Context: an optimization exercise on an open-source flow, tuned for small area, a short achievable clock period and few clock cycles per item. The choices shown serve that exercise and are no tape-out recipe. In this exercise RTL edits were held to simulation tests only and were not proved equivalent to the original.

==> design.v <==
module hash_xform (
    input  wire         clk,
    input  wire         rst,        
    input  wire         start,
    input  wire         alg,        
    input  wire [159:0] h_in,
    input  wire [511:0] block_in,
    output wire         ready,
    output wire         done,
    output wire [159:0] h_out
);
    reg         busy, done_r, alg_r;
    reg  [5:0]  cnt;
    reg  [31:0] R0, R1, R2, R3, R4;
    reg  [31:0] P1, P2;
    reg  [159:0] H;
    reg  [31:0] W [0:15];
    function [31:0] bswap(input [31:0] x);
        bswap = {x[7:0], x[15:8], x[23:16], x[31:24]};
    endfunction
    function [31:0] rotl5(input [31:0] x);
        rotl5 = {x[26:0], x[31:27]};
    endfunction
    function [31:0] rotl30(input [31:0] x);
        rotl30 = {x[1:0], x[31:2]};
    endfunction
    function [31:0] rotl1(input [31:0] x);
        rotl1 = {x[30:0], x[31]};
    endfunction
    reg [31:0] cst_md5, cst_sha;
    reg [3:0]  xpos;
    always @(*) begin
        case (cnt)
            6'd0: begin cst_md5 = 32'hE8C7B756; xpos = 4'd1; end
            6'd1: begin cst_md5 = 32'h242070DB; xpos = 4'd0; end
            6'd2: begin cst_md5 = 32'hC1BDCEEE; xpos = 4'd15; end
            6'd3: begin cst_md5 = 32'hF57C0FAF; xpos = 4'd14; end
            6'd4: begin cst_md5 = 32'h4787C62A; xpos = 4'd13; end
            6'd5: begin cst_md5 = 32'hA8304613; xpos = 4'd12; end
            6'd6: begin cst_md5 = 32'hFD469501; xpos = 4'd11; end
            6'd7: begin cst_md5 = 32'h698098D8; xpos = 4'd10; end
            6'd8: begin cst_md5 = 32'h8B44F7AF; xpos = 4'd9; end
            6'd9: begin cst_md5 = 32'hFFFF5BB1; xpos = 4'd8; end
            6'd10: begin cst_md5 = 32'h895CD7BE; xpos = 4'd7; end
            6'd11: begin cst_md5 = 32'h6B901122; xpos = 4'd6; end
            6'd12: begin cst_md5 = 32'hFD987193; xpos = 4'd5; end
            6'd13: begin cst_md5 = 32'hA679438E; xpos = 4'd4; end
            6'd14: begin cst_md5 = 32'h49B40821; xpos = 4'd3; end
            6'd15: begin cst_md5 = 32'hF61E2562; xpos = 4'd3; end
            6'd16: begin cst_md5 = 32'hC040B340; xpos = 4'd6; end
            6'd17: begin cst_md5 = 32'h265E5A51; xpos = 4'd9; end
            6'd18: begin cst_md5 = 32'hE9B6C7AA; xpos = 4'd12; end
            6'd19: begin cst_md5 = 32'hD62F105D; xpos = 4'd15; end
            6'd20: begin cst_md5 = 32'h02441453; xpos = 4'd2; end
            6'd21: begin cst_md5 = 32'hD8A1E681; xpos = 4'd5; end
            6'd22: begin cst_md5 = 32'hE7D3FBC8; xpos = 4'd8; end
            6'd23: begin cst_md5 = 32'h21E1CDE6; xpos = 4'd11; end
            6'd24: begin cst_md5 = 32'hC33707D6; xpos = 4'd14; end
            6'd25: begin cst_md5 = 32'hF4D50D87; xpos = 4'd1; end
            6'd26: begin cst_md5 = 32'h455A14ED; xpos = 4'd4; end
            6'd27: begin cst_md5 = 32'hA9E3E905; xpos = 4'd7; end
            6'd28: begin cst_md5 = 32'hFCEFA3F8; xpos = 4'd10; end
            6'd29: begin cst_md5 = 32'h676F02D9; xpos = 4'd13; end
            6'd30: begin cst_md5 = 32'h8D2A4C8A; xpos = 4'd0; end
            6'd31: begin cst_md5 = 32'hFFFA3942; xpos = 4'd7; end
            6'd32: begin cst_md5 = 32'h8771F681; xpos = 4'd8; end
            6'd33: begin cst_md5 = 32'h6D9D6122; xpos = 4'd9; end
            6'd34: begin cst_md5 = 32'hFDE5380C; xpos = 4'd10; end
            6'd35: begin cst_md5 = 32'hA4BEEA44; xpos = 4'd11; end
            6'd36: begin cst_md5 = 32'h4BDECFA9; xpos = 4'd12; end
            6'd37: begin cst_md5 = 32'hF6BB4B60; xpos = 4'd13; end
            6'd38: begin cst_md5 = 32'hBEBFBC70; xpos = 4'd14; end
            6'd39: begin cst_md5 = 32'h289B7EC6; xpos = 4'd15; end
            6'd40: begin cst_md5 = 32'hEAA127FA; xpos = 4'd0; end
            6'd41: begin cst_md5 = 32'hD4EF3085; xpos = 4'd1; end
            6'd42: begin cst_md5 = 32'h04881D05; xpos = 4'd2; end
            6'd43: begin cst_md5 = 32'hD9D4D039; xpos = 4'd3; end
            6'd44: begin cst_md5 = 32'hE6DB99E5; xpos = 4'd4; end
            6'd45: begin cst_md5 = 32'h1FA27CF8; xpos = 4'd5; end
            6'd46: begin cst_md5 = 32'hC4AC5665; xpos = 4'd6; end
            6'd47: begin cst_md5 = 32'hF4292244; xpos = 4'd2; end
            6'd48: begin cst_md5 = 32'h432AFF97; xpos = 4'd7; end
            6'd49: begin cst_md5 = 32'hAB9423A7; xpos = 4'd12; end
            6'd50: begin cst_md5 = 32'hFC93A039; xpos = 4'd1; end
            6'd51: begin cst_md5 = 32'h655B59C3; xpos = 4'd6; end
            6'd52: begin cst_md5 = 32'h8F0CCC92; xpos = 4'd11; end
            6'd53: begin cst_md5 = 32'hFFEFF47D; xpos = 4'd0; end
            6'd54: begin cst_md5 = 32'h85845DD1; xpos = 4'd5; end
            6'd55: begin cst_md5 = 32'h6FA87E4F; xpos = 4'd10; end
            6'd56: begin cst_md5 = 32'hFE2CE6E0; xpos = 4'd15; end
            6'd57: begin cst_md5 = 32'hA3014314; xpos = 4'd4; end
            6'd58: begin cst_md5 = 32'h4E0811A1; xpos = 4'd9; end
            6'd59: begin cst_md5 = 32'hF7537E82; xpos = 4'd14; end
            6'd60: begin cst_md5 = 32'hBD3AF235; xpos = 4'd3; end
            6'd61: begin cst_md5 = 32'h2AD7D2BB; xpos = 4'd8; end
            6'd62: begin cst_md5 = 32'hEB86D391; xpos = 4'd13; end
            6'd63: begin cst_md5 = 32'h00000000; xpos = 4'd0; end
            default: begin cst_md5 = 32'h0; xpos = 4'd0; end
        endcase
        case (cnt)
            6'd0: cst_sha = 32'h5A827999;
            6'd1: cst_sha = 32'h5A827999;
            6'd2: cst_sha = 32'h5A827999;
            6'd3: cst_sha = 32'h5A827999;
            6'd4: cst_sha = 32'h5A827999;
            6'd5: cst_sha = 32'h5A827999;
            6'd6: cst_sha = 32'h5A827999;
            6'd7: cst_sha = 32'h5A827999;
            6'd8: cst_sha = 32'h5A827999;
            6'd9: cst_sha = 32'h6ED9EBA1;
            6'd10: cst_sha = 32'h6ED9EBA1;
            6'd11: cst_sha = 32'h6ED9EBA1;
            6'd12: cst_sha = 32'h6ED9EBA1;
            6'd13: cst_sha = 32'h6ED9EBA1;
            6'd14: cst_sha = 32'h6ED9EBA1;
            6'd15: cst_sha = 32'h6ED9EBA1;
            6'd16: cst_sha = 32'h6ED9EBA1;
            6'd17: cst_sha = 32'h6ED9EBA1;
            6'd18: cst_sha = 32'h6ED9EBA1;
            6'd19: cst_sha = 32'h8F1BBCDC;
            6'd20: cst_sha = 32'h8F1BBCDC;
            6'd21: cst_sha = 32'h8F1BBCDC;
            6'd22: cst_sha = 32'h8F1BBCDC;
            6'd23: cst_sha = 32'h8F1BBCDC;
            6'd24: cst_sha = 32'h8F1BBCDC;
            6'd25: cst_sha = 32'h8F1BBCDC;
            6'd26: cst_sha = 32'h8F1BBCDC;
            6'd27: cst_sha = 32'h8F1BBCDC;
            6'd28: cst_sha = 32'h8F1BBCDC;
            6'd29: cst_sha = 32'hCA62C1D6;
            6'd30: cst_sha = 32'hCA62C1D6;
            6'd31: cst_sha = 32'hCA62C1D6;
            6'd32: cst_sha = 32'hCA62C1D6;
            6'd33: cst_sha = 32'hCA62C1D6;
            6'd34: cst_sha = 32'hCA62C1D6;
            6'd35: cst_sha = 32'hCA62C1D6;
            6'd36: cst_sha = 32'hCA62C1D6;
            6'd37: cst_sha = 32'hCA62C1D6;
            6'd38: cst_sha = 32'hCA62C1D6;
            6'd39: cst_sha = 32'hCA62C1D6;
            default: cst_sha = 32'hCA62C1D6;
        endcase
    end
    reg [31:0] g;
    always @(*) begin
        case (cnt[5:4])
            2'd0: g = (R0 & R1) | (~R0 & R2);
            2'd1: g = (R0 & R2) | (R1 & ~R2);
            2'd2: g = R0 ^ R1 ^ R2;
            default: g = R1 ^ (R0 | ~R2);
        endcase
    end
    wire [31:0] tmp = P1 + g;
    reg [31:0] rot;
    always @(*) begin
        case ({cnt[5:4], cnt[1:0]})
            4'd0: rot = {tmp[24:0], tmp[31:25]};
            4'd1: rot = {tmp[19:0], tmp[31:20]};
            4'd2: rot = {tmp[14:0], tmp[31:15]};
            4'd3: rot = {tmp[9:0], tmp[31:10]};
            4'd4: rot = {tmp[26:0], tmp[31:27]};
            4'd5: rot = {tmp[22:0], tmp[31:23]};
            4'd6: rot = {tmp[17:0], tmp[31:18]};
            4'd7: rot = {tmp[11:0], tmp[31:12]};
            4'd8: rot = {tmp[27:0], tmp[31:28]};
            4'd9: rot = {tmp[20:0], tmp[31:21]};
            4'd10: rot = {tmp[15:0], tmp[31:16]};
            4'd11: rot = {tmp[8:0], tmp[31:9]};
            4'd12: rot = {tmp[25:0], tmp[31:26]};
            4'd13: rot = {tmp[21:0], tmp[31:22]};
            4'd14: rot = {tmp[16:0], tmp[31:17]};
            4'd15: rot = {tmp[10:0], tmp[31:11]};
        endcase
    end
    wire [31:0] nb = R0 + rot;
    wire [1:0] sj = (cnt < 6'd10) ? 2'd0 : (cnt < 6'd20) ? 2'd1 : (cnt < 6'd30) ? 2'd2 : 2'd3;
    function [31:0] sf(input [1:0] j, input [31:0] b, input [31:0] c, input [31:0] d);
        case (j)
            2'd0: sf = (b & c) | (~b & d);
            2'd2: sf = (b & c) | (b & d) | (c & d);
            default: sf = b ^ c ^ d;
        endcase
    endfunction
    wire [31:0] a1 = rotl5(R3) + sf(sj, R0, R1, R2) + P1;
    wire [31:0] a2 = rotl5(a1) + sf(sj, R3, rotl30(R0), R1) + P2;
    wire [31:0] pa_s = busy ? (alg_r ? R1 : R2) : (alg ? h_in[159:128] : h_in[31:0]);
    wire [31:0] pa_w = busy ? (alg_r ? bswap(W[2]) : W[xpos]) : (alg ? bswap(block_in[31:0]) : block_in[31:0]);
    wire [31:0] pa_k = busy ? (alg_r ? cst_sha : cst_md5) : (alg ? 32'h5A827999 : 32'hD76AA478);
    wire [31:0] p1n  = pa_s + pa_w + pa_k;
    wire [31:0] p2n  = busy ? rotl30(R0) + bswap(W[3]) + cst_sha
                            : h_in[127:96] + bswap(block_in[63:32]) + 32'h5A827999;
    wire [31:0] wn0 = bswap(rotl1(bswap(W[13] ^ W[8] ^ W[2] ^ W[0])));
    wire [31:0] wn1 = bswap(rotl1(bswap(W[14] ^ W[9] ^ W[3] ^ W[1])));
    wire last = alg_r ? (cnt == 6'd39) : (cnt == 6'd63);
    integer n;
    always @(posedge clk) begin
        if (rst) begin
            busy   <= 1'b0;
            done_r <= 1'b0;
        end else begin
            done_r <= busy && last;
            if (!busy)
                busy <= start;
            else if (last)
                busy <= 1'b0;
        end
    end
    always @(posedge clk) begin
        P1 <= p1n;
        P2 <= p2n;
        if (!busy) begin
            alg_r <= alg;
            cnt   <= 6'd0;
            H     <= h_in;
            R3    <= h_in[31:0];
            R0    <= h_in[63:32];
            R1    <= h_in[95:64];
            R2    <= h_in[127:96];
            R4    <= h_in[159:128];
            for (n = 0; n < 16; n = n + 1)
                W[n] <= block_in[32*n +: 32];
        end else begin
            cnt <= cnt + 6'd1;
            R0  <= alg_r ? a1 : nb;
            R1  <= alg_r ? rotl30(R3) : R0;
            R2  <= alg_r ? rotl30(R0) : R1;
            R3  <= alg_r ? a2 : R2;
            R4  <= R1;
            for (n = 0; n < 14; n = n + 1)
                W[n] <= W[n+2];
            W[14] <= alg_r ? wn0 : W[0];
            W[15] <= alg_r ? wn1 : W[1];
        end
    end
    assign ready = !busy;
    assign done  = done_r;
    assign h_out = {alg_r ? H[159:128] + R4 : 32'd0,
                    H[127:96] + R2, H[95:64] + R1, H[63:32] + R0, H[31:0] + R3};
endmodule
==> run.sh <==
#!/bin/bash
# synth_recipe.tcl (not shown) runs the flow's synth.tcl, then flattens the netlist and writes it again
# the make line also repeats each setting of config.mk as NAME=value (left out here)
make -C /OpenROAD-flow-scripts/flow DESIGN_CONFIG=/design/flow/config.mk WORK_HOME=/design/flow/orfs CLKGATE_MAP_FILE= SYNTH_SCRIPT=/design/flow/synth_recipe.tcl finish
==> config.mk <==
export PLATFORM = sky130hd
export DESIGN_NAME = hash_xform
export DESIGN_NICKNAME = hash_xform
export VERILOG_FILES = /design/flow/design.v
export SDC_FILE = /design/flow/constraint.sdc
export NUM_CORES = 4
export LEC_CHECK = 0
export CAP_MARGIN = 20
export CORE_MARGIN = 2
export CORE_UTILIZATION = 40
export PLACE_DENSITY = 0.6
export SETUP_SLACK_MARGIN = 0.4
export SLEW_MARGIN = 35
==> constraint.sdc <==
create_clock -name core_clock -period 12.0 [get_ports {clk}]
set_input_delay 2.4000 -clock core_clock [delete_from_list [all_inputs] [get_ports {clk}]]
set_output_delay 2.4000 -clock core_clock [all_outputs]
set_load 0.01 [all_outputs]
==> run summary <==
worst hold path class flop to flop; Distinct cells, synth 98; insertion delay to the later sink of the worst-skew pair 0.83 ns; Mapped Cells 7909; fin. max-slew vios 0; Max Cap Violations 0; status complete, no violations; first-pass GRT wire length 497 mm; largest net degree at the start of global routing 149; drt drc 0; H-tree levels 3; PostCTS Resize Cnt 0; Vias 68500; Syn Area/Cell 8.84 um2; starting density of the core 0.402; number of global-route vias before repair 67000; # IOs 838; largest area contributor in the netlist dfxtp_1; RR Startpoint cnt[5]; R2R Setup Slk 1.66 ns; Final min period 10.34 ns; GP Congestion 1.02; Die Height 422 um; Startpoint Class flop; Reg-to-Reg End R3[31]; share of layout cells above drive strength 1 0.114; Worst path top cell family by delay compound AO/OA/AOI/OAI gates; clock buffer count from CTS 108; CTS tree yes; die area 178000 um2; remaining antenna violation count 0; XOR/XNOR Fraction of Synth Area 0.0710; Setup TNS Final 0 ns; worst path required time 12.65 ns; input/output buffers 837; multiplexer area fraction after synthesis 0.104; all-layer global routing usage 0.385; worst hold slack 0.455 ns; Final nets 9892; Synth-to-Final Area Change 21.8%; final setup vio count 0; Via density 6.20; Mapped Area 69900 um2; largest fanout on the critical path 48; Yosys reg bits 954; Starting DRT DRC Count 7273; final wirelength 358 mm; Worst Tran Pin Value 1.09 ns; Post-synth EDFFs 161; simple-gate area share of the yosys netlist 0.114; sequential share of the synthesized area 0.296; drt first pass iters 6; Setup crit end R3[31]; compound-gate portion of the synthesized area 0.233; gr ovfl total 0; most frequent cells in the layout clkdlybuf4s50_1 (836), dfxtp_1 (789), a21oi_1 (714); final hold viol count 0; top post-synthesis cells by area dfxtp_1 (23%), ha_1 (7.9%), mux2_2 (7.8%); Warnings, synthesis 2; synthesized net count 9221; CP max stage cell a211oi_1; critical path depth 35; main combinational cell family by area after synthesis compound AO/OA/AOI/OAI gates; placed cells 10800; Die X 422 um; slowest stage delay, CP 0.65 ns; Worst Skew 0.0886 ns; commonest non-fill, non-tap cell in the layout clkdlybuf4s50_1; core box area 174000 um2; Root Buffer clkbuf_16; R2R cell count 35; final worst-path cycle share 0.862; num rows 153; adder-cell area share of the yosys netlist 0.135; Synth async-reset ratio 0; initial antenna violation count 74; critical path endpoint category flop; fin cells 11100; post-synth top area share 0.227; Wirelength per Cell 32.4 um; ys flop type dfxtp_1; Num Clock Sinks 954; DP Wirelength 280 mm; CP startpoint cnt[5]; Crit path arrival time 10.99 ns; Max Clk Rate 0.0967 GHz; Worst-path clk slew 0.06 ns; cts hold-fix bufs 0; Rel. slew slack 0.268; unrepaired setup endpoints after global routing no; WP buf/inv 4; post-CTS setup buffers 0; Longest Clk Path Bufs 3; CP Class flop to flop; # fillers 16700
-- worst register-to-register path, delay by kind of cell (launching register included) --
family,cells,cell delay [ns]
AO/OA/AOI/OAI,14,3.93
AND/OR/NAND/NOR,10,2.08
adder cells (fa/ha/maj),5,1.88
buffers and inverters,4,1.13
XOR/XNOR,2,0.88
flip-flops,1,0.33
-- cells in the mapped netlist (183+ instances only) --
master	instances
dfxtp_1	793
a21oi_1	715
nor2_1	622
nand2_1	491
mux2_2	487
ha_1	440
xnor2_1	435
clkbuf_1	401
inv_1	380
o21ai_0	374
a21o_1	209
fa_1	196
a22oi_1	183
-- through the flow --
step	area, um2	utilization	worst slack, ns
after CTS	85000	0.489	1.81
after detailed placement	81300	0.468	1.84
after global placement	81200	0.467	1.95
after floorplan	69900	-	2.88
after global routing	85200	0.490	1.23
final	85200	0.490	1.66
-- how the worst min path moves through the flow --
stage | cells past startpoint | start | to
final | 1 | W[15][2] | W[13][2]
after global routing | 1 | W[15][2] | W[13][2]
after CTS | 1 | W[15][2] | W[13][2]
after detailed placement | 1 | W[5][0] | W[3][0]
after global placement | 1 | W[10][8] | W[8][8]
after floorplan | 1 | W[4][23] | W[2][23]
-- sequential cells by signal (all words and copies together) (netlist names) --
signal and cells:
P2 32, alg_r 1, cst_sha 13, R4 32, xpos 4, R3 32, cnt 6, busy 1
R2 32, R1 32, done_r 1, R0 32, W 512, cst_md5 32, H 160, P1 32
-- kinds of logic (layout without fill, tap and decap cells) --
| kind of cell | Yosys count | in the layout |
|---|---|---|
| simple gates | 1753 | 1753 |
| fa+ha+maj | 636 | 636 |
| other cells | 0 | 52 |
| compound gates | 2478 | 2478 |
| mux | 666 | 666 |
| xor+xnor | 561 | 561 |
| flops | 954 | 954 |
| buf+inv | 861 | 1625 |
-- layout make-up --
class,instances,area [um2],area share
Tap cell,2325,2910,0.0341
Timing Repair Buffer,1035,9900,0.116
Clock buffer,157,3200,0.0376
Multi-Input combinational cell,6094,46300,0.544
Inverter,387,1460,0.0172
Clock inverter,46,564,0.00662
Antenna cell,52,130,0.00153
Sequential cell,954,20700,0.243
-- layer usage --
metal | share of wire | GRT usage | wire length, um
met3 | 0.076 | 0.0648 | 27100
met1 | 0.38 | 0.460 | 136000
met2 | 0.46 | 0.622 | 163000
met5 | 0.00044 | 0 | 157
met4 | 0.086 | 0.283 | 30700
Testbench counts, summed over its fixed seeds: cycles 67,584, blocks 1,280.

==> static timing again, ports no longer ideal <==
How much do the figures lean on ideal ports? The routed layout below was timed once more, with nothing changed but the port constraints.
Step 1: set_driving_cell puts a clkbuf_16 on clk and a buf_2 on each other input, an assumption about the parent block.
Step 2 times the ports against the registers' clock, not the clock port: input delays grow and output delays shrink by t, the midpoint of the rising clock arrivals with the driver on.
a / b / c = ideal ports / drivers / drivers and shift; a / b = the first two.
t, ns: 0.873
setup WS [ns]: 1.662 / 1.662 / 1.662
latest minus earliest clock arrival (ns): 0.088 / 0.088
worst data-port slew with drivers (ns): 0.25
After both steps setup and hold are still met in this run. For this run, drivers alone change the setup slack by 0.000 ns; drivers and shift together by 0.000 ns.
